Background: an optimization exercise with open tools, aiming at small area, a short achievable clock period and few clock cycles per item. Do not read the settings as production practice. Function was checked by simulation only, so behaviour that the tests miss may differ from the original.

--- design/flow/design.v ---
module ssb_resampler (
    input  wire        clk,
    input  wire        rst,
    input  wire        cmd_valid,
    input  wire [1:0]  cmd_op,
    input  wire [31:0] cmd_data,
    output wire        cmd_ready,
    output reg         out_valid,
    output reg  [15:0] out_sample,
    output reg  [20:0] out_step
);
    localparam [1:0] OP_NOP = 2'd0, OP_PUSH = 2'd1, OP_STEP = 2'd2, OP_SETRATE = 2'd3;
    reg        rdy;
    reg        q_v;
    reg [1:0]  q_op;
    reg [31:0] q_data;
    assign cmd_ready = rdy;
    reg [5:0]    widx, ridx;
    reg [2047:0] ring;
    reg [21:0]   dq;            
    reg [6:0]    rem;
    reg [3:0]    div_cnt;
    reg [28:0]   acc;
    reg [15:0]   phase;
    reg [31:0]   hist0, hist1, hist2, hist3;
    reg        p_v;
    reg [2:0]  p_cnt;
    reg [5:0]  p_addr;
    reg [1:0]  p_inc;
    reg [1:0]  i_st;            
    reg [15:0] i_t;
    reg [20:0] i_step;
    reg [16:0] i_c1l, i_c1r;
    reg [15:0] i_p1l, i_p1r;
    reg [21:0] w_l, w_r;
    reg        c_pend;
    wire [20:0] base     = dq[20:0];
    wire        div_busy = (div_cnt != 4'd0);
    wire [5:0] fill   = widx - ridx;
    wire       i_free = (i_st == 2'd0) || (i_st == 2'd3);
    wire       xfer   = p_v && (p_cnt <= 3'd1) && i_free;    
    wire       p_free = !p_v || xfer;
    wire       p_rd   = p_v && (p_cnt != 3'd0);
    wire is_push = (q_op == OP_PUSH);
    wire is_step = (q_op == OP_STEP);
    wire is_rate = (q_op == OP_SETRATE);
    wire stall = (is_push && p_rd && (fill >= 6'd60)) ||
                 (is_step && (div_busy || !p_free)) ||
                 (is_rate && div_busy);
    wire exec  = q_v && !stall;
    wire do_push = exec && is_push;
    wire do_step = exec && is_step;
    wire do_rate = exec && is_rate;
    wire div_busy_n = (div_cnt > 4'd1) || do_rate;
    wire step_ok_n  = !div_busy_n && !do_step &&
                      (!p_v || xfer || ((p_cnt <= 3'd2) && (i_st != 2'd1)));
    wire push_ok_n  = !((do_step || (p_v && (p_cnt >= 3'd2))) && (fill >= 6'd59));
    wire rate_ok_n  = !div_busy_n;
    wire take       = rdy && cmd_valid;
    wire [1:0] op_n = take ? cmd_op : q_op;
    wire held_n     = take || (q_v && !exec);
    wire ok_n       = (op_n == OP_PUSH) ? push_ok_n :
                      (op_n == OP_STEP) ? step_ok_n :
                      (op_n == OP_SETRATE) ? rate_ok_n : 1'b1;
    wire rdy_n      = !held_n || ok_n;
    wire [17:0] rate_c = (q_data < 32'd8000)   ? 18'd8000 :
                         (q_data > 32'd192000) ? 18'd192000 : q_data[17:0];
    wire [8:0]  dx = {rem, dq[21:20]};
    wire [1:0]  dg = (dx >= 9'd375) ? 2'd3 : (dx >= 9'd250) ? 2'd2 :
                     (dx >= 9'd125) ? 2'd1 : 2'd0;
    wire [8:0]  dr = dx - dg * 9'd125;
    wire signed [6:0]  dev  = $signed({1'b0, fill}) - 7'sd32;
    wire [13:0]        lim  = base[20:7];
    wire signed [2:0]  dsm  = dev[2:0];
    wire signed [24:0] prd  = $signed({1'b0, base}) * dsm;
    wire signed [15:0] cmid = prd >>> 9;
    wire signed [22:0] corr = (dev >= 7'sd4)  ? $signed({9'd0, lim}) :
                              (dev <= -7'sd4) ? -$signed({9'd0, lim}) : cmid;
    wire [22:0]  target  = {2'b00, base} + corr;
    wire [28:0]  acc_new = acc - {8'd0, acc[28:8]} + target[21:0];
    wire [21:0]  psum    = {6'd0, phase} + {1'b0, acc_new[28:8]};
    wire [5:0]   npop    = psum[21:16];
    wire [5:0]   kpop    = (npop < fill) ? npop : fill;
    wire         big     = (npop > 6'd4);
    wire [5:0]   spop    = big ? (npop - 6'd4) : 6'd0;
    wire [2:0]   rpop    = big ? 3'd4 : npop[2:0];
    wire         s_lt_k  = (spop < kpop);
    wire [5:0]   a0      = s_lt_k ? (ridx + spop) : (ridx + kpop - 6'd1);
    wire [5:0]   incw    = kpop - 6'd1 - spop;
    wire [1:0]   inc0    = s_lt_k ? incw[1:0] : 2'd0;
    wire [31:0] rd = ring[{p_addr, 5'd0} +: 32];
    wire signed [16:0] h0l = $signed(hist0[31:16]), h1l = $signed(hist1[31:16]);
    wire signed [16:0] h2l = $signed(hist2[31:16]), h3l = $signed(hist3[31:16]);
    wire signed [16:0] h0r = $signed(hist0[15:0]),  h1r = $signed(hist1[15:0]);
    wire signed [16:0] h2r = $signed(hist2[15:0]),  h3r = $signed(hist3[15:0]);
    wire signed [21:0] c3l = 3 * ($signed({h1l[16], h1l}) - h2l) + h3l - h0l;
    wire signed [21:0] c3r = 3 * ($signed({h1r[16], h1r}) - h2r) + h3r - h0r;
    wire signed [21:0] c2l = 2 * h0l - 5 * h1l + 4 * h2l - h3l;
    wire signed [21:0] c2r = 2 * h0r - 5 * h1r + 4 * h2r - h3r;
    wire signed [21:0] ma_l = (i_st == 2'd1) ? c3l : $signed(w_l);
    wire signed [21:0] ma_r = (i_st == 2'd1) ? c3r : $signed(w_r);
    wire signed [21:0] ad_l = (i_st == 2'd1) ? c2l :
                              (i_st == 2'd2) ? $signed(i_c1l) : $signed({i_p1l, 1'b0});
    wire signed [21:0] ad_r = (i_st == 2'd1) ? c2r :
                              (i_st == 2'd2) ? $signed(i_c1r) : $signed({i_p1r, 1'b0});
    wire signed [16:0] tt   = $signed({1'b0, i_t});
    wire signed [38:0] pr_l = ma_l * tt + (ad_l <<< 16);
    wire signed [38:0] pr_r = ma_r * tt + (ad_r <<< 16);
    wire signed [22:0] mono_s = $signed(w_l) + $signed(w_r);
    wire signed [20:0] mono   = mono_s[22:2];
    wire [15:0] sample = (mono > 21'sd32767)  ? 16'h7fff :
                         (mono < -21'sd32768) ? 16'h8000 : mono[15:0];
    integer j;
    wire push_ok = do_push && ((widx + 6'd1) != ridx);
    always @(posedge clk) begin
        for (j = 0; j < 64; j = j + 1)
            if (push_ok && widx == j)
                ring[j*32 +: 32] <= q_data;
        if (rst)
            ring[63*32 +: 32] <= 32'd0;
    end
    always @(posedge clk) begin
        if (rdy)
            q_data <= cmd_data;
        if (p_rd) begin
            hist0 <= hist1;
            hist1 <= hist2;
            hist2 <= hist3;
            hist3 <= rd;
        end
        if (xfer) begin
            i_t    <= phase;
            i_step <= acc[28:8];
        end
        if (i_st == 2'd1) begin
            i_c1l <= h2l - h0l;
            i_c1r <= h2r - h0r;
            i_p1l <= hist1[31:16];
            i_p1r <= hist1[15:0];
        end
        if (i_st != 2'd0) begin
            w_l <= pr_l[37:16];
            w_r <= pr_r[37:16];
        end
        if (i_st == 2'd3)
            out_step <= i_step;
        if (c_pend)
            out_sample <= sample;
        if (rst) begin
            rdy       <= 1'b1;
            q_v       <= 1'b0;
            widx      <= 6'd0;
            ridx      <= 6'd0;
            dq        <= 22'd393216;
            rem       <= 7'd0;
            div_cnt   <= 4'd0;
            acc       <= 29'h0600_0000;
            phase     <= 16'd0;
            hist0     <= 32'd0;
            hist1     <= 32'd0;
            hist2     <= 32'd0;
            hist3     <= 32'd0;
            p_v       <= 1'b0;
            i_st      <= 2'd0;
            c_pend    <= 1'b0;
            out_valid <= 1'b0;
        end else begin
            rdy <= rdy_n;
            if (take)
                q_v <= 1'b1;
            else if (exec)
                q_v <= 1'b0;
            if (take)
                q_op <= cmd_op;
            if (push_ok)
                widx <= widx + 6'd1;
            if (do_rate) begin
                rem     <= {1'b0, rate_c[17:12]};
                dq      <= {rate_c[11:0], 10'd0};
                div_cnt <= 4'd11;
            end else if (div_busy) begin
                rem     <= dr[6:0];
                dq      <= {dq[19:0], dg};
                div_cnt <= div_cnt - 4'd1;
            end
            if (p_rd) begin
                p_cnt <= p_cnt - 3'd1;
                if (p_inc != 2'd0) begin
                    p_addr <= p_addr + 6'd1;
                    p_inc  <= p_inc - 2'd1;
                end
            end
            if (do_step) begin
                acc    <= acc_new;
                phase  <= psum[15:0];
                ridx   <= ridx + kpop;
                p_v    <= 1'b1;
                p_cnt  <= rpop;
                p_addr <= a0;
                p_inc  <= inc0;
            end else if (xfer) begin
                p_v <= 1'b0;
            end
            if (xfer)
                i_st <= 2'd1;
            else if (i_st == 2'd3)
                i_st <= 2'd0;
            else if (i_st != 2'd0)
                i_st <= i_st + 2'd1;
            c_pend    <= (i_st == 2'd3);
            out_valid <= c_pend;
        end
    end
endmodule
--- design/flow/run.sh ---
#!/bin/bash
# synth_recipe.tcl (not shown) runs the flow's synth.tcl, then flattens the netlist and writes it again
# the make line also repeats each setting of config.mk as NAME=value (left out here)
make -C /OpenROAD-flow-scripts/flow DESIGN_CONFIG=/design/flow/config.mk WORK_HOME=/design/flow/orfs CLKGATE_MAP_FILE= SYNTH_SCRIPT=/design/flow/synth_recipe.tcl finish
--- design/flow/config.mk ---
export PLATFORM = sky130hd
export DESIGN_NAME = ssb_resampler
export DESIGN_NICKNAME = ssb_resampler
export VERILOG_FILES = /design/flow/design.v
export SDC_FILE = /design/flow/constraint.sdc
export NUM_CORES = 4
export LEC_CHECK = 0
export CAP_MARGIN = 20
export CORE_MARGIN = 2
export CORE_UTILIZATION = 40
export SLEW_MARGIN = 20
--- design/flow/constraint.sdc ---
create_clock -name core_clock -period 40.0 [get_ports {clk}]
set_input_delay 8.0000 -clock core_clock [delete_from_list [all_inputs] [get_ports {clk}]]
set_output_delay 8.0000 -clock core_clock [all_outputs]
set_load 0.01 [all_outputs]
==> results.json <==
{
  "worstReg2RegStart": "widx[0]",
  "grt_max_degree": 144,
  "io_pins": 76,
  "synth_area_per_cell_sq_um": 14.4,
  "core_area_sq_um": 349000,
  "postSynthCellCount": 9724,
  "synth_xor_area_frac": 0.0175,
  "hp-class": "register to register",
  "ff2ff_setup_slack_ps": 24380,
  "yosysUniqueCellTypes": 86,
  "vias_per_cell": 5.47,
  "crit_type": "register to register",
  "status": "timing/DRC/antenna clean",
  "synth_area_leaders": "edfxtp_1 48%, fa_1 14%, mux4_2 11%, ha_1 5.9%, dfxtp_1 3.7%",
  "cp-startpoint": "widx[0]",
  "worst_slack_ps": 24380,
  "htree_num_levels": 5,
  "multiInputGateArea_sq_um": 62100,
  "crit_end": "p_addr[1]",
  "cts_buffers": 272,
  "first_pass_iters": 5,
  "worstPathArrival_ps": 16220,
  "clock_path_buffers": 4,
  "drc": 0,
  "place.gp.congestion": 0.866,
  "worst_slew_pin_slew_ps": 1090,
  "ys_ff_latch": 2502,
  "setup_violations": 0,
  "synth-edff-count": 2245,
  "antenna_found_initial": 18,
  "synth_ff_type": "edfxtp_1",
  "synth.yosys.warnings": 1,
  "crit_required_ps": 40600,
  "fin_crit_ps": 15620,
  "worstSetupStartpointType": "register",
  "dpl-instance-area_sq_um": 147000,
  "wirelength_um": 359000,
  "max_cap_violations": 0,
  "crit_top_cell": "ha_1",
  "synth_fa_ha_area_frac": 0.198,
  "synthMuxAreaShare": 0.114,
  "r2r_cells": 63,
  "clock_skew_ps": 101,
  "die_h_um": 595,
  "drtIter0Drc": 7330,
  "die_w_um": 595,
  "synth_top_area_share": 0.482,
  "ant_nets": 0,
  "ys_seq_area_frac": 0.519,
  "fin_area_sq_um": 155000,
  "clk_latency_ps": 860,
  "min_period_over_period": 0.390,
  "vias": 80100,
  "dp_hpwl_um": 228000,
  "num_rows": 217,
  "drive_above_1_share": 0.139,
  "track_usage": 0.203,
  "syn2layout_area_growth_pct": 11.1,
  "r2r_end": "p_addr[1]",
  "synth-simple-area-share": 0.0686,
  "async_flop_share": 0,
  "synth.net_count": 11400,
  "io_buffers": 75,
  "synth_largest_area_cell": "edfxtp_1",
  "max_freq_mhz": 64.0,
  "relSlewSlack": 0.272,
  "ys_top_cells_by_count": "2245 x edfxtp_1, 1108 x inv_1, 967 x fa_1, 954 x nand2_1, 672 x mux4_2",
  "cts_tree": "done",
  "synth_top_family_by_area": "adder cells",
  "yosys.cell_count.top_type": "edfxtp_1",
  "wire_per_inst_um": 24.5,
  "finalSetupTns_ps": 0,
  "post_cts_buffers": 0,
  "synth_area_sq_um": 140000,
  "grt_pass1_vias": 84400,
  "fill_cells": 30800,
  "crit_fanout": 17,
  "dpl_worst_slack_ps": 24480,
  "rsz0062_at_grt": "no",
  "cts.clk_slew.worst_paths_ps": 70,
  "synth_compound_area_frac": 0.0424,
  "gr-total-overflow": 0,
  "cp_slowest_stage_delay_ps": 890,
  "grt_first_pass_wirelength_um": 541000,
  "hold_viol": 0,
  "final_core_util": 0.445,
  "slew_viol_final": 0,
  "ff_latch_area_sq_um": 72600,
  "cp_slowest_cell": "fa_1",
  "clock_sinks": 2502,
  "final_net_count": 11500,
  "crit_path_end_kind": "register",
  "start_util": 0.401,
  "fp.dieArea_sq_um": 354000,
  "postCtsResizedCells": 0,
  "ctsHoldBuffers": 0,
  "cts_root_buf": "clkbuf_16"
}
-- critical path, delay by kind of cell, from the launching register on --
kind                     cells  cell delay [ps]
AO/OA/AOI/OAI               27             5910
AND/OR/NAND/NOR             15             3230
XOR/XNOR                     3              510
flip-flops                   1              380
adder cells (fa/ha/maj)     11             4030
buffers and inverters        6              910
multiplexers                 1              410
-- layer usage --
layer,share of wire,GRT usage
met2,0.49,0.340
met4,0.025,0.0496
met5,0.000086,0
met3,0.062,0.0245
met1,0.43,0.282
-- final cells by class --
type | count | share of cell area
flip-flops and latches | 2502 | 0.467
multi-input cells | 5704 | 0.400
clock buffers | 344 | 0.0468
well taps | 4599 | 0.0371
inverters | 1110 | 0.0268
repair buffers | 252 | 0.0138
clock inverters | 134 | 0.00815
diodes | 2 | 0.0000322
-- cells by family (layout without fill, tap and decap cells) --
group                      count (synthesis)  in the layout
AOI/OAI and AO/OA                        980            980
buffers and inverters                   1518           1840
xor gates and xnor gates                 279            279
adders and majority gates               1627           1627
other                                      0              2
DFF                                     2502           2502
and+or+nand+nor                         2068           2068
muxes                                    750            750
-- placed cells by master, fill, tap and decap left out, drive strengths merged, types with 7 or more instances in the layout --
master,n
and3,24
xor2,90
buf,178
clkdlybuf4s50,74
or2,20
clkinv,96
a31oi,29
and2,361
nand3,63
edfxtp,2245
o31ai,13
nand4,13
a21boi,35
nor2,348
o211ai,12
o21a,41
a31o,7
mux2i,32
dfxtp,257
mux2,46
nor3b,9
mux4,672
ha,660
nor2b,81
o21bai,31
a21o,71
nor3,80
nand2b,51
o21ai,191
fa,967
a211oi,37
a21oi,436
bufinv,20
inv,1122
clkbuf,344
xnor2,189
nor4,20
a2111oi,9
or3,19
nand2,954
-- metrics by stage --
step / hold WS, ps / std cells
6_report: 417 / 14600
5_1_grt: 426 / 14600
4_1_cts: 420 / 14600
3_5_place_dp: 406 / 14200
3_3_place_gp: 401 / 14200
2_1_floorplan: 400 / 9724
-- sequential cells by signal (all words and copies together) (netlist names), 16 cells and up --
register	cells
acc	29
dq	22
hist0	32
hist1	32
hist2	32
hist3	32
i_c1l	17
i_c1r	17
i_p1l	16
i_p1r	16
i_step	21
i_t	16
out_sample	16
out_step	21
phase	16
q_data	32
ring	2048
w_l	22
w_r	22
-- worst min path at each step --
stage                        end  cells after the start  slack [ps]        from
global route         out_step[5]                      0         430   i_step[5]
global placement     out_step[9]                      0         400   i_step[9]
CTS                 out_step[16]                      0         420  i_step[16]
floorplan            out_step[0]                      0         400   i_step[0]
finish              out_step[16]                      0         420  i_step[16]
detailed placement   out_step[8]                      0         410   i_step[8]
Testbench counts, summed over its fixed seeds: cycles 19,141, steps 3,200.

## what the ideal ports hide
No port has a modelled driver above. Below, the same layout with a new extraction and two added sets of constraints.
Step 1, drivers: a clkbuf_16 drives clk and a buf_2 each remaining input, both assumed.
Step 2, shift: input delay + t, output delay - t, t = (earliest + latest rising clock arrival at the registers) / 2. This alone moves slack from input paths to output paths.
Slacks: ideal / step 1 / step 2; pairs: ideal / step 1.
shift t [ns]: 0.900
slack for setup (ns): 24.383 / 24.383 / 24.383
hold WS [ns]: 0.417 / 0.417 / 0.417
slew at the worst register clock pin (ns): 0.07 / 0.07
After both steps setup and hold are still met in this run. The setup slack of this run moves by 0.000 ns with the drivers and by 0.000 ns with both steps.
